This is an optimization exercise on Yosys and OpenROAD, whose aim is small area, a short achievable clock period and few clock cycles, not a production implementation.
The RTL was checked by simulation tests, not by an equivalence proof against the original design.

===== flow/flow/run.sh =====
#!/bin/bash
set -euo pipefail
bash standard.sh SETUP_SLACK_MARGIN=21 "BUFFER_PORTS_ARGS=-buffer_cell sky130_fd_sc_hd__buf_4" finish > flow_standard.log 2>&1

===== flow/constraint.sdc =====
create_clock -name core_clock -period 40.0 [get_ports {clk}]
set_input_delay 8.0000 -clock core_clock [delete_from_list [all_inputs] [get_ports {clk}]]
set_output_delay 8.0000 -clock core_clock [all_outputs]
set_load 0.01 [all_outputs]

===== flow/config.mk =====
export PLATFORM = sky130hd
export DESIGN_NAME = radix_converter
export DESIGN_NICKNAME = radix_converter
export VERILOG_FILES = /design/flow/design.v
export SDC_FILE = /design/flow/constraint.sdc
export NUM_CORES = 4
export LEC_CHECK = 0
export ABC_AREA = 1
export CAP_MARGIN = 10
export CORE_MARGIN = 2
export CORE_UTILIZATION = 60
export CTS_CLUSTER_DIAMETER = 100
export CTS_CLUSTER_SIZE = 16
export SLEW_MARGIN = 10

===== flow/standard.sh =====
#!/bin/bash
# synth_recipe.tcl (not shown) runs the flow's synth.tcl, then flattens the netlist and writes it again
# the make line also repeats each setting of config.mk as NAME=value (left out here)
make -C /OpenROAD-flow-scripts/flow DESIGN_CONFIG=/design/flow/config.mk WORK_HOME=/design/flow/orfs CLKGATE_MAP_FILE= SYNTH_SCRIPT=/design/flow/synth_recipe.tcl "${@:-finish}"

===== flow/design.v =====
module radix_converter (
    input  wire       clk,
    input  wire       rst,         
    input  wire       in_we,
    input  wire [5:0] in_addr,
    input  wire [7:0] in_wdata,
    input  wire       start,
    input  wire [6:0] in_len,
    input  wire [8:0] src_base,
    input  wire [8:0] dst_base,
    output reg        busy,
    output reg        done,
    output reg        err,
    output reg  [7:0] errcode,
    output reg  [6:0] out_len,
    input  wire [5:0] out_addr,
    output wire [7:0] out_rdata
);
    localparam P  = 4;             
    localparam LP = 2;             
    localparam R4 = 0;             
    localparam [7:0] ERR_BASE     = 8'h02;
    localparam [7:0] ERR_DIGIT    = 8'h03;
    localparam [7:0] ERR_CAPACITY = 8'h07;
    reg [7:0] in_mem [0:63];       
    reg [7:0] mem    [0:63];       
    always @(posedge clk) begin
        if (in_we)
            in_mem[in_addr] <= in_wdata;
    end
    reg [8:0] a;                   
    reg [8:0] b;                   
    reg [5:0] olm1;                
    reg       pk;                  
    reg [3:0] aw;                  
    reg [3:0] bw;                  
    function [3:0] msb_pos;        
        input [8:0] v;
        integer i;
        begin
            msb_pos = 4'd0;
            for (i = 1; i < 9; i = i + 1)
                if (v[i]) msb_pos = i[3:0];
        end
    endfunction
    wire [3:0]  ea  = msb_pos(src_base);
    wire [3:0]  eb  = msb_pos(dst_base);
    wire [11:0] sa  = {src_base, 3'b000} >> ea;   
    wire [11:0] sb  = {dst_base, 3'b000} >> eb;
    wire [8:0]  low_mask = (ea > 4'd3) ? ((9'd1 << (ea - 4'd3)) - 9'd1) : 9'd0;
    wire        sticky   = ((src_base & low_mask) != 9'd0);
    wire [3:0]  mas = {1'b0, sa[2:0]} + {3'b0, sticky};
    wire [3:0]  tab = (mas == 4'd0) ? 4'd0 : (mas == 4'd8) ? 4'd8 : mas + 4'd1;
    wire [6:0]  la8 = {ea[2:0], 3'b000} + {3'b0, tab} + (ea[3] ? 7'd64 : 7'd0);
    wire [6:0]  lb8 = {eb[2:0], sb[2:0]} + (eb[3] ? 7'd64 : 7'd0);
    wire        a_p2 = ((src_base & (src_base - 9'd1)) == 9'd0);
    wire        b_p2 = ((dst_base & (dst_base - 9'd1)) == 9'd0);
    reg [9:0] e_num;               
    reg [6:0] e_den;
    reg [5:0] e_q;
    reg [1:0] e_cnt;
    wire      e_rdy = (e_cnt == 2'd0);
    wire [3:0]  e_sh1 = {1'b0, e_cnt, 1'b0} - 4'd1;
    wire [3:0]  e_sh2 = {1'b0, e_cnt, 1'b0} - 4'd2;
    wire [15:0] e_sub1 = {9'd0, e_den} << e_sh1;
    wire [15:0] e_sub2 = {9'd0, e_den} << e_sh2;
    wire        e_q1  = ({6'd0, e_num} >= e_sub1);
    wire [9:0]  e_n1  = e_q1 ? e_num - e_sub1[9:0] : e_num;
    wire        e_q2  = ({6'd0, e_n1} >= e_sub2);
    wire [9:0]  e_n2  = e_q2 ? e_n1 - e_sub2[9:0] : e_n1;
    reg  [7:0] dptr;               
    reg  [7:0] din;                
    wire       dreal = !dptr[7];
    wire [5:0] daddr = busy ? dptr[5:0] : (in_len[5:0] - 6'd1);
    wire [7:0] dval  = in_mem[daddr];
    wire [7:0] dval0 = dval;
    wire       dge   = (a[8] == 1'b0) && (dval >= a[7:0]);    
    wire [6:0] pad   = (7'd0 - in_len) & (P - 1);               
    reg        rd_on;              
    reg        lastp;              
    reg [7:0]  rj;                 
    reg [7:0]  s_prev;             
    reg [6:0]  len_done;           
    reg [6:0]  gleft;              
    reg        ovf;                
    wire [6:0] len_eff;            
    wire [7:0] s_need  = {1'b0, len_eff} + {2'b0, e_q};
    reg        fp;                 
    reg        e_le;               
    wire       rd_last = rd_on && ((rj == P - 1 && fp && e_le) ||
                                   (rj >= P && e_rdy && rj + 8'd1 >= s_need));
    wire       byp0    = (s_prev == P);       
    wire       byp1    = (s_prev == P + 1);   
    wire       rd_fin  = rd_last && lastp;
    wire       hbad    = rd_on && (rj < P) && dreal && dge;
    reg        bad0;               
    reg [7:0] tx [0:P];
    reg       tv [0:P];
    reg       tf [0:P];            
    reg       tl [0:P];            
    reg       tz [0:P];            
    reg [7:0] pc [0:P-1];          
    wire [5:0] rd_idx = busy ? rj[5:0] : (olm1 - out_addr);
    wire [7:0] rd_val = mem[rd_idx];
    assign out_rdata  = rd_val;
    reg  [7:0] jw;
    reg  [7:0] len_acc;
    wire [7:0] jw_cur  = tf[P] ? 8'd0 : jw + 8'd1;
    wire       w_nz    = (tx[P] != 8'd0);
    wire [7:0] len_cur = w_nz ? jw_cur + 8'd1 : (tf[P] ? 8'd0 : len_acc);
    wire       ovf_cur = ovf || (tv[P] && w_nz && jw_cur[7:6] != 2'b00);
    wire [6:0] len_fin = ovf_cur ? 7'd64 : len_cur[6:0];
    assign     len_eff = (tv[P] && tl[P]) ? len_fin : len_done;
    wire [7:0] chain_or;
    wire       h_zero  = lastp && rd_on && (rj >= P + 1) && ({1'b0, rj} >= {2'b0, len_done})
                         && (chain_or == 8'd0);
    wire       h_end   = (tv[P] && tz[P]) || h_zero;
    wire [9:0]  b2 = {b, 1'b0};
    wire [10:0] b3 = {b, 1'b0} + {2'b0, b};
    wire [7:0]  or_x [0:P];
    wire [7:0]  pe_r [0:P-1];      
    assign or_x[0] = tx[0];
    genvar k;
    generate
        for (k = 0; k < P; k = k + 1) begin : pe
            wire [7:0]  dsel = tf[k] ? din : 8'd0;
            wire [16:0] t    = tx[k] * a + {9'd0, dsel} + {9'd0, pc[k]};
            wire [7:0]  q;
            wire [7:0]  r;
            radix_converter_div #(.R4(R4)) u_div (.t(t), .b(b), .b2(b2), .b3(b3), .q(q), .r(r));
            assign pe_r[k] = r;
            always @(posedge clk) begin
                pc[k]    <= tv[k] ? q : 8'd0;
                tx[k+1]  <= r;
            end
            if (k < P - 1) begin : o
                assign or_x[k+1] = or_x[k] | tx[k+1] | pc[k];
            end else begin : o
                assign or_x[k+1] = or_x[k] | pc[k];
            end
        end
    endgenerate
    assign chain_or = or_x[P];
    reg        p_rd;               
    reg        p_more;             
    reg [7:0]  p_ir;               
    reg [3:0]  p_in;               
    reg [7:0]  p_or;               
    reg [3:0]  p_on_n;             
    reg [6:0]  p_j;                
    reg        p_j64;              
    reg [6:0]  p_len;
    wire       p_on   = busy && pk;
    wire       p_have = (p_in != 4'd0) || p_rd;
    wire       p_flush = !p_have && !p_more && (p_on_n != 4'd0);
    wire       p_step = p_have || p_flush;
    wire [7:0] p_src  = (p_in != 4'd0) ? p_ir : din;
    wire       p_bit  = p_have & p_src[0];
    wire [3:0] p_in1  = p_have ? ((p_in != 4'd0) ? p_in : aw) - 4'd1 : 4'd0;
    wire [7:0] p_ins  = 8'd1 << (bw - 4'd1);
    wire [7:0] p_or1  = (p_or >> 1) | (p_bit ? p_ins : 8'd0);
    wire       p_emit = p_on && p_step && (p_on_n + 4'd1 == bw);
    wire       p_issue = p_on && p_more && (p_in1 == 4'd0);
    wire       p_bad  = p_on && p_rd && (p_in == 4'd0) && ((din >> aw) != 8'd0);
    wire       p_ovf  = ovf || (p_emit && p_j64 && p_or1 != 8'd0);
    wire       p_end  = p_on && !p_have && !p_more && (p_on_n == 4'd0);
    wire [7:0] p_dig  = p_or1;
    integer m;
    always @(posedge clk) begin
        for (m = 0; m < P; m = m + 1) begin
            tf[m+1] <= tf[m];
            tl[m+1] <= tl[m];
            tz[m+1] <= tz[m];
        end
    end
    wire fin    = busy && (pk ? p_end : h_end);
    wire fin_ov = pk ? ovf : ovf_cur;
    wire [7:0] fin_len = pk ? {1'b0, p_len} : len_cur;
    always @(posedge clk) begin
        if (rst) begin
            busy    <= 1'b0;
            done    <= 1'b0;
            err     <= 1'b0;
            errcode <= 8'h00;
            out_len <= 7'd0;
            olm1    <= 6'd0;
            rd_on   <= 1'b0;
            for (m = 0; m <= P; m = m + 1)
                tv[m] <= 1'b0;
        end else begin
            for (m = 0; m < P; m = m + 1)
                tv[m+1] <= tv[m];
            tv[0] <= rd_on;
            if (!busy) begin
                if (start) begin
                    done    <= 1'b0;
                    err     <= 1'b0;
                    errcode <= 8'h00;
                    out_len <= 7'd0;
                    if (in_len > 7'd64) begin
                        done    <= 1'b1;
                        err     <= 1'b1;
                        errcode <= ERR_CAPACITY;
                    end else if (src_base < 9'd2 || src_base > 9'd256 ||
                                 dst_base < 9'd2 || dst_base > 9'd256) begin
                        done    <= 1'b1;
                        err     <= 1'b1;
                        errcode <= ERR_BASE;
                    end else begin
                        busy  <= 1'b1;
                        rd_on <= !(a_p2 && b_p2 && in_len != 7'd0);
                        tv[0] <= !(a_p2 && b_p2 && in_len != 7'd0);
                    end
                end
            end else if (hbad || p_bad || bad0) begin
                busy    <= 1'b0;
                done    <= 1'b1;
                err     <= 1'b1;
                errcode <= ERR_DIGIT;
                rd_on   <= 1'b0;
                for (m = 0; m <= P; m = m + 1)
                    tv[m] <= 1'b0;
            end else begin
                if (rd_fin)
                    rd_on <= 1'b0;
                if (fin) begin
                    busy  <= 1'b0;
                    done  <= 1'b1;
                    rd_on <= 1'b0;
                    for (m = 0; m <= P; m = m + 1)
                        tv[m] <= 1'b0;
                    if (fin_ov) begin
                        err     <= 1'b1;
                        errcode <= ERR_CAPACITY;
                    end else begin
                        out_len <= (fin_len == 8'd0) ? 7'd1 : fin_len[6:0];
                        olm1    <= (fin_len == 8'd0) ? 6'd0 : fin_len[5:0] - 6'd1;
                    end
                end
            end
        end
    end
    always @(posedge clk) begin
        if (!busy) begin
            a        <= src_base;
            b        <= dst_base;
            pk       <= a_p2 && b_p2 && (in_len != 7'd0);
            aw       <= ea;
            bw       <= eb;
            rj       <= 8'd1;
            fp       <= 1'b1;
            e_le     <= (la8 <= lb8);
            s_prev   <= 8'd0;
            len_done <= 7'd0;
            gleft    <= (in_len == 7'd0) ? 7'd1 : ({1'b0, in_len} + P - 1) >> LP;
            lastp    <= (in_len <= P);
            ovf      <= 1'b0;
            e_num    <= ({3'b0, la8} << LP) + {3'b0, lb8} - 10'd1;
            e_den    <= lb8;
            e_q      <= 6'd0;
            e_cnt    <= 2'd3;
            p_in     <= 4'd0;
            p_or     <= 8'd0;
            p_on_n   <= 4'd0;
            p_j      <= 7'd0;
            p_j64    <= 1'b0;
            p_len    <= 7'd0;
            bad0     <= 1'b0;
            if (a_p2 && b_p2 && in_len != 7'd0) begin
                din    <= dval0;
                p_rd   <= 1'b1;
                p_more <= (in_len != 7'd1);
                dptr   <= {1'b0, in_len} - 8'd2;
            end else begin
                din    <= (in_len != 7'd0 && pad == 7'd0) ? in_mem[0] : 8'd0;
                bad0   <= (in_len != 7'd0 && pad == 7'd0) && (src_base <= {1'b0, in_mem[0]});
                dptr   <= (in_len == 7'd0) ? (8'd1 - P) : (8'd1 - {1'b0, pad});
            end
        end else if (pk) begin
            p_rd <= p_issue;
            if (p_issue) begin
                din    <= dval;
                dptr   <= dptr - 8'd1;
                p_more <= (dptr != 8'd0);
            end
            if (p_step) begin
                p_ir   <= p_src >> 1;
                p_in   <= p_in1;
                p_or   <= p_emit ? 8'd0 : p_or1;
                p_on_n <= p_emit ? 4'd0 : p_on_n + 4'd1;
            end
            if (p_emit) begin
                p_j   <= p_j + 7'd1;
                if (p_j == 7'd63)
                    p_j64 <= 1'b1;
                if (p_dig != 8'd0 && !p_j64)
                    p_len <= p_j + 7'd1;
                ovf   <= p_ovf;
            end
        end else begin
            if (!e_rdy) begin
                e_num <= e_n2;
                e_q   <= {e_q[3:0], e_q1, e_q2};
                e_cnt <= e_cnt - 2'd1;
            end
            if (rd_last) begin
                fp     <= 1'b0;
                rj     <= 8'd0;
                s_prev <= rj + 8'd1;
                gleft  <= gleft - 7'd1;
                lastp  <= (gleft == 7'd2);
            end else begin
                rj <= rj + 8'd1;
            end
            if (rd_on && rj < P) begin
                din  <= dreal ? dval : 8'd0;
                dptr <= dptr + 8'd1;
            end
            if (tv[P]) begin
                jw      <= jw_cur;
                len_acc <= len_cur;
                ovf     <= ovf_cur;
                if (tl[P])
                    len_done <= len_fin;
            end
        end
        if (!busy) begin
            tx[0] <= 8'd0;
            tf[0] <= 1'b1;
            tl[0] <= 1'b0;
            tz[0] <= 1'b0;
        end else begin
            tx[0] <= (rd_on && rj < s_prev && rj < 8'd64) ?
                     (byp0 ? pe_r[P-1] : byp1 ? tx[P] : rd_val) : 8'd0;
            tf[0] <= (rj == 8'd0);
            tl[0] <= rd_last;
            tz[0] <= rd_fin;
        end
    end
    wire       w_h  = busy && !pk && tv[P] && jw_cur[7:6] == 2'b00;
    wire       w_p  = p_emit && !p_j64;
    always @(posedge clk) begin
        if (w_h || w_p)
            mem[pk ? p_j[5:0] : jw_cur[5:0]] <= pk ? p_dig : tx[P];
    end
endmodule
module radix_converter_div #(
    parameter R4 = 2
) (
    input  wire [16:0] t,
    input  wire [8:0]  b,
    input  wire [9:0]  b2,
    input  wire [10:0] b3,
    output wire [7:0]  q,
    output wire [7:0]  r
);
    wire [16:0] rem [0:8];
    assign rem[8] = t;
    genvar j, i;
    generate
        for (j = 0; j < R4; j = j + 1) begin : r4
            localparam LP = 6 - 2 * j;
            wire [10:0] hi = rem[LP+2][LP+10:LP];
            wire [11:0] d1 = {1'b0, hi} - {3'b0, b};
            wire [11:0] d2 = {1'b0, hi} - {2'b0, b2};
            wire [11:0] d3 = {1'b0, hi} - {1'b0, b3};
            wire [10:0] nh = !d3[11] ? d3[10:0] : !d2[11] ? d2[10:0] : !d1[11] ? d1[10:0] : hi;
            assign q[LP+1] = !d2[11];
            assign q[LP]   = !d3[11] | (d2[11] & !d1[11]);
            assign rem[LP+1] = 17'd0;
            if (LP > 0) begin : m
                assign rem[LP] = {{(6-LP){1'b0}}, nh, rem[LP+2][LP-1:0]};
            end else begin : m
                assign rem[LP] = {6'd0, nh};
            end
        end
        for (i = 7 - 2 * R4; i >= 0; i = i - 1) begin : r2
            wire [9:0]  hi = rem[i+1][i+9:i];
            wire [10:0] d  = {1'b0, hi} - {2'b0, b};
            assign q[i] = ~d[10];
            if (i > 0) begin : m
                assign rem[i] = d[10] ? rem[i+1] : {{(7-i){1'b0}}, d[9:0], rem[i+1][i-1:0]};
            end else begin : m
                assign rem[i] = d[10] ? rem[i+1] : {7'd0, d[9:0]};
            end
        end
    endgenerate
    assign r = rem[0][7:0];
endmodule

==> results by group, run 1 <==
Worst setup path
  – Cell Chain, Critical Path: buf_4, ha_1, inv_1, fa_1, nand2_1, inv_1, nor2_1, o21ai_2, nand2_2, buf_8, inv_4, buf_16, nand2_1, nand3_1, nand3_1, o31ai_2, o21ai_2, inv_1, buf_4
  – WS Path Type: in2out
  – Reg2reg start: a[5]$_DFFE_PN_
  – Worst path most repeated cell: inv_1
  – Req. time, crit path: 32.00 ns
  – Crit end category: output port
  – Startpoint types: primary input
  – CP max-delay cell: fa_1
  – Critical path's top delay family: buffers and inverters
  – R2R setup slack: 22.07 ns
  – Crit-path max cell delay: 0.41 ns
  – Terminus of the critical flop-to-flop path: tx[0][7]$_SDFF_PN0_
  – Arr. time, crit path: 10.92 ns
  – Worst Reg2Reg Path Length in Cells: 114
  – Buffers plus inverters on the worst setup path: 8
  – Largest fanout on the critical path: 24

STA
  – Max Freq: 52.9 MHz
  – Min Tclk post-route: 18.92 ns
  – Worst-Margin Slew: 1.13 ns
  – Slew headroom: 24.1%
  – Final worst slack: 21.08 ns
  – Final Hold Viols: 0
  – Final setup fails: 0
  – Fin crit share: 47.3%
  – Final Max Tran Viols: 0
  – RSZ-0062 raised after global routing: no
  – Fin Clk Skew: 0.0677 ns
  – Final TNS setup: 0 ns

Global routing
  – Total grt overflow: 0
  – GRT Util Overall: 33.0%
  – Vias in the first global route: 62.2k
  – Largest net degree at the start of global routing: 162
  – Initial antenna violation count: 8
  – First-pass GRT wire length: 362000 um

Clock tree
  – CTS tree: done
  – Sink Count: 1287
  – Clock tree buffer depth: 3
  – Num CTS Buffers: 94
  – CTS clk-pin slew, worst paths: 0.08 ns
  – Insertion delay to the later sink of the worst-skew pair: 0.74 ns
  – # hold bufs at CTS: 0
  – Root Buffer: clkbuf_16
  – H-tree depth: 3

Place
  – Placed cell area: 85200 um2
  – Post-place setup slack: 18.70 ns
  – GPL Wtd Cong: 0.939
  – DP HPWL: 159000 um
  – Port bufs: 69

Synthesis
  – Sequential share of the synthesized area: 44.3%
  – Top_reg_cell synth: edfxtp_1
  – Syn Area/Cell: 9.15 um2
  – Yosys warns: 8
  – EDFF count, synth: 1113
  – Flops & latches, synth: 1287
  – Syn Inst Count: 9106
  – Yosys cell types: 75
  – Synth area leader: edfxtp_1
  – Async SR Flop Fraction: 0%
  – Top cells by area, synth: edfxtp_1, ha_1, nand2_1
  – Mapped cell area: 83300 um2
  – Post-synth top area share: 40.1%

Die
  – Initial Utilization: 60.5%
  – Die Wd: 377 um
  – Die area: 142000 um2
  – Site Rows: 136
  – Core ar.: 138000 um2
  – I/O pin cnt: 75
  – Die Ht: 377 um

Layout
  – Area grow syn2layout: 9.91%
  – Layout cells sized above 1: 10.4%
  – Net count reported at finish: 10.1k
  – Final instance area: 91600 um2

Min path
  – End of the worst hold path: tl[3]$_DFF_P_
  – Hold WC Path Type: reg2reg
  – Worst hold path cell count: 0
  – Hold Startpoint: tl[2]$_DFF_P_

Drt
  – Met1 Wirelength: 102000 um
  – Post-Route WL: 242000 um
  – Vias: 65.8k
  – Routed met3 length: 20500 um
  – DR WL met2: 111000 um
  – Routed len/inst: 22.0 um
  – DR DRC count: 0
  – DRT iter0 DRCs: 6340
  – Highest Signal Layer: met5
  – Post-route ant nets: 0
  – Vias/cell: 5.98
  – Drt first pass iters: 8

Status
  – Result of the run: no timing/DRC/antenna violations

Job
  – Max-cap violations: 0
-- placed cells by master (no fill, tap or decap), types with 18 or more instances in the layout --
cell type  Yosys  final
or2_2         23     23
o21ai_2        4     43
o21ai_1       11     33
nand3_2       18     24
nand3_1      438    427
clkbuf_1     311     37
buf_4          7    279
inv_1       1282   1260
nand2_4       17     18
clkbuf_16      0    102
a21oi_2        7     52
ha_4           0     44
nand2_1     1504   1466
nor3_1        51     49
a21oi_1      467    411
inv_2          9     18
o211ai_1      73     73
edfxtp_1    1113   1113
xor2_1       177    167
o21bai_1      50     46
ha_1         616    563
nor4_1        24     23
nand3_4       36     44
o22ai_1      136    136
o221ai_1     132    130
nor2_1       877    876
o21ai_0      831    758
fa_2           0     23
nand2_2       63     99
nand4_1       50     50
dfxtp_1      174    158
xnor2_1      120    117
fa_1         257    234
a21oi_4       14     25
-- cell usage after synthesis (all sizes together), types with 4 or more instances --
library cell and instances:
nor4 24, inv 1292, o21ai 846, nand4 50, and3 4, nor2 883, o21bai 50, xnor2 120
o31ai 16, or2 23, fa 257, nand2 1584, buf 53, o311ai 11, and2 10, xor2 177
a21boi 12, ha 616, o22ai 136, nand3 492, dfxtp 174, clkbuf 311, o21a 16, a21o 16
a221oi 8, o211ai 73, o32ai 4, nor3 53, nand3b 10, a31oi 16, a211oi 5, edfxtp 1113
o221ai 132, a21oi 488
-- per-stage QoR --
step | hold WS, ns | utilization, % | std cells
after CTS | 0.330 | 64.6 | 10900
after global placement | 0.311 | 61.9 | 10700
final | 0.323 | 66.5 | 11000
after global routing | 0.336 | 66.5 | 11000
after floorplan | 0.310 | - | 9110
after detailed placement | 0.315 | 61.9 | 10700
-- logic make-up after synthesis --
logic type | synth area share [%]
and+or+nand+nor | 16.4
AOI/OAI and AO/OA | 13.0
buffers and inverters | 7.72
DFF | 44.3
adders and majority gates | 15.4
xor gates and xnor gates | 3.12
muxes | 0.0255
other | 0.00450
-- flip-flops by register name, indices dropped and copies added, names as in the netlist, 8 cells and up --
| name | count |
|---|---|
| pc | 32 |
| mem | 512 |
| len_acc | 8 |
| rj | 8 |
| in_mem | 512 |
| s_prev | 8 |
| a | 9 |
| tx | 40 |
| din | 8 |
| e_num | 10 |
| dptr | 8 |
| b | 9 |
| jw | 8 |
-- per-layer routing --
metal | vias to the layer above | GRT usage [%]
met5 | - | 0
met4 | 10 | 9.93
met3 | 427 | 4.43
met2 | 2614 | 52.7
met1 | 31800 | 47.2
li1 | 30900 | -
-- timing repair --
action,in CTS,in global routing
setup buffers,33,133
gates resized for setup,156,306
pin swaps,14,81
cloned,6,13
setup endpoints to repair,52,52
-- how the worst max path moves through the flow --
stage	start	endpoint	slack, ns	cells after the start
global placement	a[6]$_DFFE_PN_	tx[0][5]$_SDFF_PN0_	19.04	118
CTS	a[6]$_DFFE_PN_	tx[0][5]$_SDFF_PN0_	21.01	116
floorplan	out_addr[2]	out_rdata[0]	21.62	15
global route	a[5]$_DFFE_PN_	tx[3][6]$_DFF_P_	20.76	113
detailed placement	a[6]$_DFFE_PN_	tx[0][5]$_SDFF_PN0_	18.70	118
finish	out_addr[0]	out_rdata[1]	21.08	19
-- layout make-up --
type / count / area [um2]
inverters: 1295 / 4950
flip-flops and latches: 1287 / 36900
diodes: 1 / 2.50
clock buffers: 132 / 2500
repair buffers: 315 / 2890
clock inverters: 14 / 250
repair inverters: 1 / 11.3
well taps: 1794 / 2240
multi-input cells: 6168 / 41800
fillers: 11300 / 46100
Testbench counts, summed over its fixed seeds: cycles 37,272.
==> run 2: changes to the inputs <==
--- a/flow/config.mk
+++ b/flow/config.mk
@@ -8,7 +8,7 @@
 export ABC_AREA = 1
 export CAP_MARGIN = 10
 export CORE_MARGIN = 2
-export CORE_UTILIZATION = 60
+export CORE_UTILIZATION = 50
 export CTS_CLUSTER_DIAMETER = 100
 export CTS_CLUSTER_SIZE = 16
 export SLEW_MARGIN = 10
==> results by group, run 2 <==
Status
  – Result of the run: no timing/DRC/antenna violations (unchanged)

Synthesis
  – Post-synth top cells: nand2_1, inv_1, edfxtp_1 (unchanged)
  – Top_reg_cell synth: edfxtp_1 (unchanged)
  – Flops & latches, synth: 1287 (unchanged)
  – Syn Inst Count: 9106 (unchanged)
  – Largest family of logic cells by synthesized area: simple AND/OR/NAND/NOR gates (unchanged)
  – EDFF count, synth: 1113 (unchanged)
  – Yosys warns: 8 (unchanged)
  – Syn Area/Cell: 9.15 um2 (unchanged)
  – Post-synth top area share: 40.1% (unchanged)
  – Mapped cell area: 83300 um2 (unchanged)
  – Synth area leader: edfxtp_1 (unchanged)
  – Yosys cell types: 75 (unchanged)
  – Post-synthesis mux area share: 0.0255% (unchanged)
  – Compound-Gate Fraction of Synth Area: 13.0% (unchanged)
  – Post-Synth Adder-Cell Area: 15.4% (unchanged)
  – Top-count cell post-synth: nand2_1 (unchanged)
  – Simple-gate area share of the yosys netlist: 16.4% (unchanged)
  – Async SR Flop Fraction: 0% (unchanged)
  – XOR/XNOR Fraction of Synth Area: 3.12% (unchanged)
  – Top cells by area, synth: edfxtp_1, ha_1, nand2_1 (unchanged)
  – Sequential share of the synthesized area: 44.3% (unchanged)

Place
  – Post-place setup slack: 18.99 ns (was 18.70 ns)
  – Port bufs: 69 (unchanged)
  – GPL Wtd Cong: 0.937 (was 0.939)
  – DP HPWL: 161000 um (was 159000 um)

Clock tree
  – Clock tree buffer depth: 3 (unchanged)
  – Sink Count: 1287 (unchanged)
  – Insertion delay to the later sink of the worst-skew pair: 0.77 ns (was 0.74 ns)
  – Root Buffer: clkbuf_16 (unchanged)
  – # hold bufs at CTS: 0 (unchanged)
  – Num CTS Buffers: 94 (unchanged)
  – H-tree depth: 3 (unchanged)
  – CTS clk-pin slew, worst paths: 0.07 ns (was 0.08 ns)
  – CTS tree: done (unchanged)

Drt
  – DR DRC count: 0 (unchanged)
  – Drt first pass iters: 6 (was 8)
  – DRT iter0 DRCs: 5523 (was 6340)
  – Vias: 65.1k (was 65.8k)
  – Post-route ant nets: 0 (unchanged)
  – Routed len/inst: 21.2 um (was 22.0 um)
  – Post-Route WL: 241000 um (was 242000 um)
  – Vias/cell: 5.71 (was 5.98)

Die
  – I/O pin cnt: 75 (unchanged)
  – Die area: 170000 um2 (was 142000 um2)
  – Site Rows: 149 (was 136)
  – Initial Utilization: 50.4% (was 60.5%)
  – Die Wd: 412 um (was 377 um)
  – Die Ht: 412 um (was 377 um)
  – Core ar.: 165000 um2 (was 138000 um2)

Worst setup path
  – Crit-path max cell delay: 0.41 ns (about the same)
  – WS Path Type: in2out (unchanged)
  – Critical path's top delay family: compound AO/OA/AOI/OAI gates (was buffers and inverters)
  – Startpoint types: primary input (unchanged)
  – Worst path most repeated cell: buf_4 (was inv_1)
  – Arr. time, crit path: 10.91 ns (was 10.92 ns)
  – Buffers plus inverters on the worst setup path: 5 (was 8)
  – CP max-delay cell: a311oi_2 (was fa_1)
  – Crit end category: output port (unchanged)
  – Cell Chain, Critical Path: buf_4, ha_1, inv_1, fa_1, o21ai_0, nand2_2, inv_6, buf_8, o221ai_1, a21oi_1, nor3_2, a311oi_2, a31oi_2, buf_4 (was buf_4, ha_1, inv_1, fa_1, nand2_1, inv_1, nor2_1, o21ai_2, nand2_2, buf_8, inv_4, buf_16, nand2_1, nand3_1, nand3_1, o31ai_2, o21ai_2, inv_1, buf_4)
  – R2R setup slack: 22.12 ns (was 22.07 ns)
  – Req. time, crit path: 32.00 ns (about the same)
  – Largest fanout on the critical path: 32 (was 24)

STA
  – Final TNS setup: 0 ns (unchanged)
  – Worst-Margin Slew: 1.17 ns (was 1.13 ns)
  – Min Tclk post-route: 18.91 ns (was 18.92 ns)
  – Final Max Tran Viols: 0 (unchanged)
  – Final Hold Viols: 0 (unchanged)
  – Max Freq: 52.9 MHz (about the same)
  – Fin Clk Skew: 0.0520 ns (was 0.0677 ns)
  – Fin crit share: 47.3% (about the same)
  – Final setup fails: 0 (unchanged)
  – Slew headroom: 21.3% (was 24.1%)
  – Final worst slack: 21.09 ns (was 21.08 ns)
  – RSZ-0062 raised after global routing: no (unchanged)

Layout
  – Area grow syn2layout: 10.7% (was 9.91%)
  – Net count reported at finish: 10.1k (about the same)
  – Layout cells sized above 1: 10.4% (about the same)
  – Commonest cells after routing, fill and taps aside: nand2_1, inv_1, edfxtp_1 (unchanged)
  – Fillcell total: 14.8k (was 11.3k)
  – Most common cell after layout, fill and taps aside: nand2_1 (unchanged)

Global routing
  – Largest net degree at the start of global routing: 100 (was 162)
  – Initial antenna violation count: 7 (was 8)
  – Total grt overflow: 0 (unchanged)
  – First-pass GRT wire length: 366000 um (was 362000 um)
  – GRT Util Overall: 27.7% (was 33.0%)
  – Vias in the first global route: 63.3k (was 62.2k)

Min path
  – Hold WC Path Type: reg2reg (unchanged)

Job
  – Max-cap violations: 0 (unchanged)
==> run 2: final timing paths <==
path,to,startpoint,cells after the start
min,tl[4]$_DFF_P_,tl[3]$_DFF_P_,0
max,out_rdata[2],out_addr[0],14
max reg2reg,tx[1][6]$_DFF_P_,din[6]$_DFFE_PP_,115
min reg2reg,tl[4]$_DFF_P_,tl[3]$_DFF_P_,0
==> run 2: per-stage QoR <==
stage / hold slack (ns) / util [%] / cells / area, um2
floorplan: 0.310 / - / 9110 / 83300
global placement: 0.316 / 51.9 / 11100 / 85800
detailed placement: 0.313 / 51.9 / 11100 / 85800
CTS: 0.334 / 54.4 / 11300 / 89800
global route: 0.340 / 55.8 / 11400 / 92200
finish: 0.334 / 55.8 / 11400 / 92200
==> run 2: final cells by class <==
type / instances / area (um2) / share of cell area (%)
Inverter: 1295 / 4930 / 5.34
Tap cell: 2189 / 2740 / 2.97
Antenna cell: 2 / 5.00 / 0.00543
Clock buffer: 113 / 2440 / 2.65
Timing Repair inverter: 3 / 26.3 / 0.0285
Timing Repair Buffer: 333 / 3150 / 3.41
Multi-Input combinational cell: 6169 / 41700 / 45.2
Sequential cell: 1287 / 36900 / 40.0
Clock inverter: 16 / 303 / 0.328
==> run 2: cell families after synthesis <==
logic type,Yosys count
AND/OR/NAND/NOR,3135
buffers and inverters,1659
flip-flops,1287
AO/OA/AOI/OAI,1852
other,1
multiplexers,2
adder cells (fa/ha/maj),873
XOR/XNOR,297
==> run 2: per-layer routing <==
layer / up-vias / part of all wire, % / global-route usage [%] / wire, um
met1: 31600 / 41 / 35.8 / 98700
met4: 8 / 3.7 / 10.1 / 8920
met2: 2083 / 49 / 47.4 / 118000
met5: - / 0.021 / 0 / 50
li1: 31000 / - / - / -
met3: 434 / 6.5 / 4.03 / 15700
==> run 2: timing repair <==
action	4_1_cts	5_1_grt
gates resized for setup	187	263
pin swaps	25	87
setup buffers	46	124
endpoints found under the hold margin	0	0
cloned	14	10
setup endpoints to repair	52	52
==> run 3: changes to the inputs <==
==> flow/flow/run.sh (replaced) <==
#!/bin/bash
set -euo pipefail
bash standard.sh SETUP_SLACK_MARGIN=22 "BUFFER_PORTS_ARGS=-buffer_cell sky130_fd_sc_hd__buf_4" finish > flow_standard.log 2>&1
--- a/flow/config.mk
+++ b/flow/config.mk
@@ -8,7 +8,5 @@
 export ABC_AREA = 1
 export CAP_MARGIN = 10
 export CORE_MARGIN = 2
-export CORE_UTILIZATION = 50
-export CTS_CLUSTER_DIAMETER = 100
-export CTS_CLUSTER_SIZE = 16
+export CORE_UTILIZATION = 40
 export SLEW_MARGIN = 10
==> results by group, run 3 <==
STA
  – Fin Clk Skew: 0.0825 ns (was 0.0520 ns)
  – Min Tclk post-route: 18.67 ns (was 18.91 ns)
  – Worst-Margin Slew: 1.14 ns (was 1.17 ns)
  – RSZ-0062 raised after global routing: yes (was no)
  – Final Hold Viols: 0 (unchanged)
  – Final TNS setup: 0 ns (unchanged)
  – Final worst slack: 21.33 ns (was 21.09 ns)
  – Max Freq: 53.6 MHz (was 52.9 MHz)
  – Worst hold margin: 0.325 ns (was 0.334 ns)
  – Fin crit share: 46.7% (was 47.3%)
  – Final setup fails: 0 (unchanged)
  – Final Max Tran Viols: 0 (unchanged)
  – Slew headroom: 23.9% (was 21.3%)

Min path
  – Worst hold path cell count: 0 (unchanged)
  – Hold Startpoint: tz[0]$_SDFF_PN0_ (was tl[3]$_DFF_P_)
  – Hold WC Path Type: reg2reg (unchanged)
  – End of the worst hold path: tz[1]$_DFF_P_ (was tl[4]$_DFF_P_)

Drt
  – Post-route ant nets: 0 (unchanged)
  – Vias/cell: 5.49 (was 5.71)
  – Drt first pass iters: 7 (was 6)
  – Routed len/inst: 20.8 um (was 21.2 um)
  – DR DRC count: 0 (unchanged)
  – DRT iter0 DRCs: 6194 (was 5523)
  – Vias: 67.5k (was 65.1k)
  – Post-Route WL: 255000 um (was 241000 um)

Synthesis
  – Top_reg_cell synth: edfxtp_1 (unchanged)
  – Flops & latches, synth: 1287 (unchanged)
  – Top-count cell post-synth: nand2_1 (unchanged)
  – Syn Inst Count: 9106 (unchanged)
  – Top cells by area, synth: edfxtp_1, ha_1, nand2_1 (unchanged)
  – Synth area leader: edfxtp_1 (unchanged)
  – EDFF count, synth: 1113 (unchanged)
  – Post-synth top area share: 40.1% (unchanged)
  – Post-synth top cells: nand2_1, inv_1, edfxtp_1 (unchanged)
  – Mapped cell area: 83300 um2 (unchanged)
  – Sequential share of the synthesized area: 44.3% (unchanged)
  – Yosys warns: 8 (unchanged)
  – Yosys cell types: 75 (unchanged)
  – Syn Area/Cell: 9.15 um2 (unchanged)
  – Async SR Flop Fraction: 0% (unchanged)

Worst setup path
  – WS Path Type: in2out (unchanged)
  – Critical path's top delay family: compound AO/OA/AOI/OAI gates (unchanged)
  – R2R setup slack: 22.68 ns (was 22.12 ns)
  – Worst Reg2Reg Path Length in Cells: 116 (was 115)
  – Startpoint types: primary input (unchanged)
  – Reg2reg start: a[3]$_DFFE_PN_ (was din[6]$_DFFE_PP_)
  – Crit end category: output port (unchanged)
  – Largest fanout on the critical path: 6 (was 32)
  – CP max-delay cell: fa_1 (was a311oi_2)
  – Worst path most repeated cell: inv_2 (was buf_4)
  – Buffers plus inverters on the worst setup path: 8 (was 5)
  – Terminus of the critical flop-to-flop path: tx[0][7]$_SDFF_PN0_ (was tx[1][6]$_DFF_P_)
  – CP startpoint: out_addr[0] (unchanged)
  – Crit-path max cell delay: 0.49 ns (was 0.41 ns)
  – Cell Chain, Critical Path: buf_6, ha_4, inv_2, fa_1, inv_2, o21ai_4, clkbuf_16, buf_4, buf_8, o21ai_0, o221ai_2, a21oi_2, o311ai_4, o21ai_2, inv_2, buf_6 (was buf_4, ha_1, inv_1, fa_1, o21ai_0, nand2_2, inv_6, buf_8, o221ai_1, a21oi_1, nor3_2, a311oi_2, a31oi_2, buf_4)
  – Arr. time, crit path: 10.67 ns (was 10.91 ns)
  – Req. time, crit path: 32.00 ns (about the same)

Die
  – Core ar.: 207000 um2 (was 165000 um2)
  – Die Ht: 460 um (was 412 um)
  – Initial Utilization: 40.2% (was 50.4%)
  – Die Wd: 460 um (was 412 um)
  – Site Rows: 167 (was 149)
  – Die area: 212000 um2 (was 170000 um2)
  – I/O pin cnt: 75 (unchanged)

Global routing
  – Total grt overflow: 0 (unchanged)
  – Vias in the first global route: 65.1k (was 63.3k)
  – Largest net degree at the start of global routing: 129 (was 100)
  – GRT Util Overall: 23.1% (was 27.7%)
  – Initial antenna violation count: 6 (was 7)
  – First-pass GRT wire length: 382000 um (was 366000 um)

Status
  – Result of the run: no timing/DRC/antenna violations (unchanged)

Clock tree
  – Insertion delay to the later sink of the worst-skew pair: 0.83 ns (was 0.77 ns)
  – # hold bufs at CTS: 0 (unchanged)
  – Clock tree buffer depth: 3 (unchanged)
  – Sink Count: 1287 (unchanged)
  – CTS clk-pin slew, worst paths: 0.06 ns (was 0.07 ns)
  – Num CTS Buffers: 146 (was 94)
  – H-tree depth: 4 (was 3)
  – Root Buffer: clkbuf_16 (unchanged)
  – CTS tree: done (unchanged)

Layout
  – Final instance area: 99000 um2 (was 92200 um2)
  – Antenna fix cells: 0 (was 2)
  – Most common cell after layout, fill and taps aside: nand2_1 (unchanged)
  – Reg area: 36900 um2 (about the same)
  – Fillcell total: 19.0k (was 14.8k)
  – Area grow syn2layout: 18.9% (was 10.7%)
  – Multi-input logic area: 43800 um2 (was 41700 um2)
  – Commonest cells after routing, fill and taps aside: nand2_1, inv_1, edfxtp_1 (unchanged)
  – Layout cells sized above 1: 16.4% (was 10.4%)
  – Net count reported at finish: 10.3k (was 10.1k)

Place
  – Post-place setup slack: 18.99 ns (about the same)
  – DP HPWL: 160000 um (was 161000 um)
  – Port bufs: 69 (unchanged)
  – Placed cell area: 86500 um2 (was 85800 um2)
  – GPL Wtd Cong: 0.889 (was 0.937)

Job
  – Max-cap violations: 0 (unchanged)
==> run 3: changes by cell type in the layout (fill, tap and decap cells not counted), sizes merged, moves of 2 or more <==
cell | previous run | this run
buf | 320 | 463
clkbuf | 120 | 192
clkinv | 15 | 71
bufinv | 1 | 12
clkinvlp | 1 | 4
diode | 2 | 0
nand3 | 494 | 496
==> run 3: metrics by stage <==
stage                     std cells  util (%)
after CTS                     12100      46.0
final                         12300      47.8
after detailed placement      11700      41.8
after global placement        11700      41.8
after global routing          12300      47.8
after floorplan                9110         -
==> run 3: logic make-up after synthesis <==
logic type / share of synthesized area [%]
AO/OA/AOI/OAI: 13.0
XOR/XNOR: 3.12
flip-flops: 44.3
AND/OR/NAND/NOR: 16.4
adder cells (fa/ha/maj): 15.4
multiplexers: 0.0255
buffers and inverters: 7.72
other: 0.00450
==> run 3: repair_timing <==
action                                 CTS  global route
endpoints found under the hold margin    0             0
gates cloned                            29            13
setup endpoints to repair               55            52
pin swaps                              137           216
resized for setup                      440           543
buffers inserted                       166           141
==> run 3: worst max-delay path by stage <==
| stage | to | slack (ns) | depth (start not counted) |
|---|---|---|---|
| detailed placement | tx[0][4]$_SDFF_PN0_ | 18.99 | 119 |
| floorplan | tx[1][1]$_DFF_P_ | 21.98 | 121 |
| global route | out_rdata[6] | 21.27 | 17 |
| global placement | out_rdata[6] | 19.40 | 16 |
| finish | out_rdata[4] | 21.33 | 16 |
| CTS | out_rdata[3] | 21.34 | 18 |
==> run 3: per-layer routing <==
metal / wire length, um / global-route usage [%]
met1: 106000 / 30.4
met2: 119000 / 37.9
met3: 18200 / 3.53
met4: 12000 / 9.94
met5: 48 / 0
==> run 3: area by class of cell <==
cell class,instances,area share [%]
Clock buffer,186,3.91
Timing Repair inverter,7,0.0796
Clock inverter,82,1.04
Multi-Input combinational cell,6172,44.3
Timing Repair Buffer,474,4.82
Tap cell,2788,3.52
Inverter,1295,5.04
Sequential cell,1287,37.3
==> run 4: changes to the inputs <==
==> flow/flow/run.sh (replaced) <==
#!/bin/bash
set -euo pipefail
bash standard.sh SETUP_SLACK_MARGIN=20.5 "BUFFER_PORTS_ARGS=-buffer_cell sky130_fd_sc_hd__buf_4" finish > flow_standard.log 2>&1
--- a/flow/config.mk
+++ b/flow/config.mk
@@ -8,5 +8,7 @@
 export ABC_AREA = 1
 export CAP_MARGIN = 10
 export CORE_MARGIN = 2
-export CORE_UTILIZATION = 40
+export CORE_UTILIZATION = 50
+export CTS_CLUSTER_DIAMETER = 120
+export CTS_CLUSTER_SIZE = 20
 export SLEW_MARGIN = 10
==> results by group, run 4 <==
Status
  – Result of the run: no timing/DRC/antenna violations (unchanged)

Global routing
  – Largest net degree at the start of global routing: 100 (was 129)
  – Initial antenna violation count: 6 (unchanged)
  – Total grt overflow: 0 (unchanged)
  – GRT Util Overall: 27.3% (was 23.1%)
  – First-pass GRT wire length: 361000 um (was 382000 um)
  – Vias in the first global route: 62.8k (was 65.1k)

Layout
  – Layout Cells excl Fill: 11.3k (was 12.3k)
  – Multi-input logic area: 41100 um2 (was 43800 um2)
  – Layout cells sized above 1: 8.50% (was 16.4%)
  – Reg area: 36900 um2 (about the same)
  – Fillcell total: 15.0k (was 19.0k)
  – Net count reported at finish: 10.0k (was 10.3k)
  – Final core occ: 54.7% (was 47.8%)
  – Antenna fix cells: 0 (unchanged)
  – Area grow syn2layout: 8.54% (was 18.9%)
  – Commonest cells after routing, fill and taps aside: nand2_1, inv_1, edfxtp_1 (unchanged)
  – Most common cell after layout, fill and taps aside: nand2_1 (unchanged)

Die
  – Core ar.: 165000 um2 (was 207000 um2)
  – Site Rows: 149 (was 167)
  – Initial Utilization: 50.4% (was 40.2%)
  – Die area: 170000 um2 (was 212000 um2)
  – I/O pin cnt: 75 (unchanged)
  – Die Ht: 412 um (was 460 um)
  – Die Wd: 412 um (was 460 um)

Clock tree
  – H-tree depth: 3 (was 4)
  – Sink Count: 1287 (unchanged)
  – Num CTS Buffers: 76 (was 146)
  – # hold bufs at CTS: 0 (unchanged)
  – Clock tree buffer depth: 3 (unchanged)
  – Insertion delay to the later sink of the worst-skew pair: 0.75 ns (was 0.83 ns)
  – Root Buffer: clkbuf_16 (unchanged)
  – CTS clk-pin slew, worst paths: 0.09 ns (was 0.06 ns)
  – CTS tree: done (unchanged)

Synthesis
  – Top_reg_cell synth: edfxtp_1 (unchanged)
  – Synth area leader: edfxtp_1 (unchanged)
  – Syn Inst Count: 9106 (unchanged)
  – Syn Area/Cell: 9.15 um2 (unchanged)
  – Flops & latches, synth: 1287 (unchanged)
  – Compound-Gate Fraction of Synth Area: 13.0% (unchanged)
  – Post-synthesis mux area share: 0.0255% (unchanged)
  – Top cells by area, synth: edfxtp_1, ha_1, nand2_1 (unchanged)
  – Yosys cell types: 75 (unchanged)
  – Post-Synth Adder-Cell Area: 15.4% (unchanged)
  – XOR/XNOR Fraction of Synth Area: 3.12% (unchanged)
  – Top-count cell post-synth: nand2_1 (unchanged)
  – Simple-gate area share of the yosys netlist: 16.4% (unchanged)
  – Largest family of logic cells by synthesized area: simple AND/OR/NAND/NOR gates (unchanged)
  – Post-synth top cells: nand2_1, inv_1, edfxtp_1 (unchanged)
  – Async SR Flop Fraction: 0% (unchanged)
  – EDFF count, synth: 1113 (unchanged)
  – Sequential share of the synthesized area: 44.3% (unchanged)
  – Mapped cell area: 83300 um2 (unchanged)
  – Yosys warns: 8 (unchanged)
  – Post-synth top area share: 40.1% (unchanged)

STA
  – Final Hold Viols: 0 (unchanged)
  – Final TNS setup: 0 ns (unchanged)
  – Final Max Tran Viols: 0 (unchanged)
  – Max Freq: 51.6 MHz (was 53.6 MHz)
  – Min Tclk post-route: 19.37 ns (was 18.67 ns)
  – Slew headroom: 18.4% (was 23.9%)
  – Fin Clk Skew: 0.0578 ns (was 0.0825 ns)
  – RSZ-0062 raised after global routing: yes (unchanged)
  – Worst-Margin Slew: 1.21 ns (was 1.14 ns)
  – Fin crit share: 48.4% (was 46.7%)
  – Final setup fails: 0 (unchanged)

Worst setup path
  – CP startpoint: out_addr[0] (unchanged)
  – Terminus of the critical flop-to-flop path: tx[1][6]$_DFF_P_ (was tx[0][7]$_SDFF_PN0_)
  – Startpoint types: primary input (unchanged)
  – WS Path Type: in2out (unchanged)
  – Req. time, crit path: 32.00 ns (about the same)
  – R2R setup slack: 21.78 ns (was 22.68 ns)
  – Arr. time, crit path: 11.37 ns (was 10.67 ns)
  – Reg2reg start: din[6]$_DFFE_PP_ (was a[3]$_DFFE_PN_)
  – Largest fanout on the critical path: 28 (was 6)
  – Worst Reg2Reg Path Length in Cells: 114 (was 116)
  – Crit end category: output port (unchanged)
  – Critical Path Sink: out_rdata[1] (was out_rdata[4])

Drt
  – Drt first pass iters: 5 (was 7)
  – DR DRC count: 0 (unchanged)
  – Post-Route WL: 236000 um (was 255000 um)
  – DRT iter0 DRCs: 5459 (was 6194)
  – Vias: 64.5k (was 67.5k)
  – Vias/cell: 5.70 (was 5.49)
  – Post-route ant nets: 0 (unchanged)
  – Routed len/inst: 20.9 um (was 20.8 um)

Min path
  – Hold WC Path Type: reg2reg (unchanged)

Place
  – DP HPWL: 161000 um (was 160000 um)
  – # placed instances: 11.1k (was 11.7k)
  – GPL Wtd Cong: 0.937 (was 0.889)
  – Port bufs: 69 (unchanged)

Job
  – Max-cap violations: 0 (unchanged)
run 4: cell counts after synthesis:
No cell type changed its count.
run 4: how the worst min path moves through the flow:
stage | cells past startpoint | end | startpoint | slack, ns
floorplan | 0 | tl[1]$_DFF_P_ | tl[0]$_SDFF_PN0_ | 0.31
global placement | 0 | tl[4]$_DFF_P_ | tl[3]$_DFF_P_ | 0.32
detailed placement | 0 | tz[3]$_DFF_P_ | tz[2]$_DFF_P_ | 0.31
CTS | 0 | tz[2]$_DFF_P_ | tz[1]$_DFF_P_ | 0.31
global route | 0 | tz[2]$_DFF_P_ | tz[1]$_DFF_P_ | 0.33
finish | 0 | tz[2]$_DFF_P_ | tz[1]$_DFF_P_ | 0.31
run 4: logic make-up (layout without fill, tap and decap cells):
kind of cell | count (synthesis) | in the layout
AO/OA/AOI/OAI | 1852 | 1852
multiplexers | 2 | 2
XOR/XNOR | 297 | 297
buffers and inverters | 1659 | 1686
other | 1 | 5
AND/OR/NAND/NOR | 3135 | 3139
adder cells (fa/ha/maj) | 873 | 873
flip-flops | 1287 | 1287
run 4: stage by stage:
| stage | area (um2) | setup slack (ns) | hold WS [ns] |
|---|---|---|---|
| after CTS | 88600 | 20.49 | 0.311 |
| final | 90400 | 20.63 | 0.312 |
| after floorplan | 83300 | 21.62 | 0.310 |
| after global routing | 90400 | 20.35 | 0.331 |
| after global placement | 85800 | 19.05 | 0.316 |
| after detailed placement | 85800 | 18.99 | 0.313 |
run 4: final cells by class:
| type | count | area share (%) |
|---|---|---|
| Timing Repair inverter | 1 | 0.00969 |
| Clock inverter | 16 | 0.332 |
| Multi-Input combinational cell | 6168 | 45.4 |
| Timing Repair Buffer | 287 | 2.75 |
| Inverter | 1295 | 5.44 |
| Tap cell | 2189 | 3.03 |
| Sequential cell | 1287 | 40.8 |
| Clock buffer | 87 | 2.15 |
run 4: repair_timing:
action,4_1_cts,5_1_grt
endpoints found under the setup margin,52,52
pin swaps,10,56
cloned,2,9
hold endpoints to repair,0,0
gates resized for setup,106,187
setup buffers,23,111
run 4: layer usage:
layer	vias to the layer above	wire length (um)	share of wire [%]	global-route usage [%]
li1	30800	-	-	-
met1	31400	97800	41	35.2
met2	1882	115000	49	46.6
met3	410	14300	6.0	3.93
met4	10	8800	3.7	9.91
met5	-	61	0.026	0
run 4: worst max-delay path, cell delays in order:
cell and delay, ns:
buf_4 0.09, ha_1 0.14, inv_1 0.06, fa_1 0.38
nand2_1 0.08, inv_1 0.04, nor2_1 0.13, nor2_1 0.07
nor2_1 0.08, nand2_1 0.06, nand3_1 0.07, and2_1 0.46
inv_2 0.45, nand3_1 0.33, o31ai_2 0.15, o21ai_1 0.39
inv_1 0.16, buf_4 0.18

[static timing again, ports no longer ideal]
How much do the figures lean on ideal ports? The routed layouts below were timed once more, with nothing changed but the port constraints.
Step 1: set_driving_cell puts a clkbuf_16 on clk and a buf_2 on each other input, an assumption about the parent block.
Step 2 also shifts input and output timing later by t, the mid clock arrival at the registers, as if the neighbouring blocks saw the same clock.
a / b / c = no drivers / after step 1 / after step 2; a / b = the first two.
| run | shift t [ns] | slack for setup (ns) | latest minus earliest clock arrival (ns) | worst register clock-pin slew, ns |
|---|---|---|---|---|
| run 1 | 0.790 | 21.079 / 21.055 / 21.055 | 0.068 / 0.069 | 0.08 / 0.08 |
| run 2 | 0.808 | 21.091 / 21.066 / 21.066 | 0.054 / 0.054 | 0.08 / 0.08 |
| run 3 | 0.869 | 21.331 / 21.295 / 21.295 | 0.084 / 0.084 | 0.07 / 0.07 |
| run 4 | 0.790 | 20.633 / 20.607 / 20.607 | 0.067 / 0.067 | 0.10 / 0.10 |
After both steps setup and hold are still met in every run listed. For run 3, which loses most, drivers alone change the setup slack by -0.036 ns; drivers and shift together by -0.036 ns.
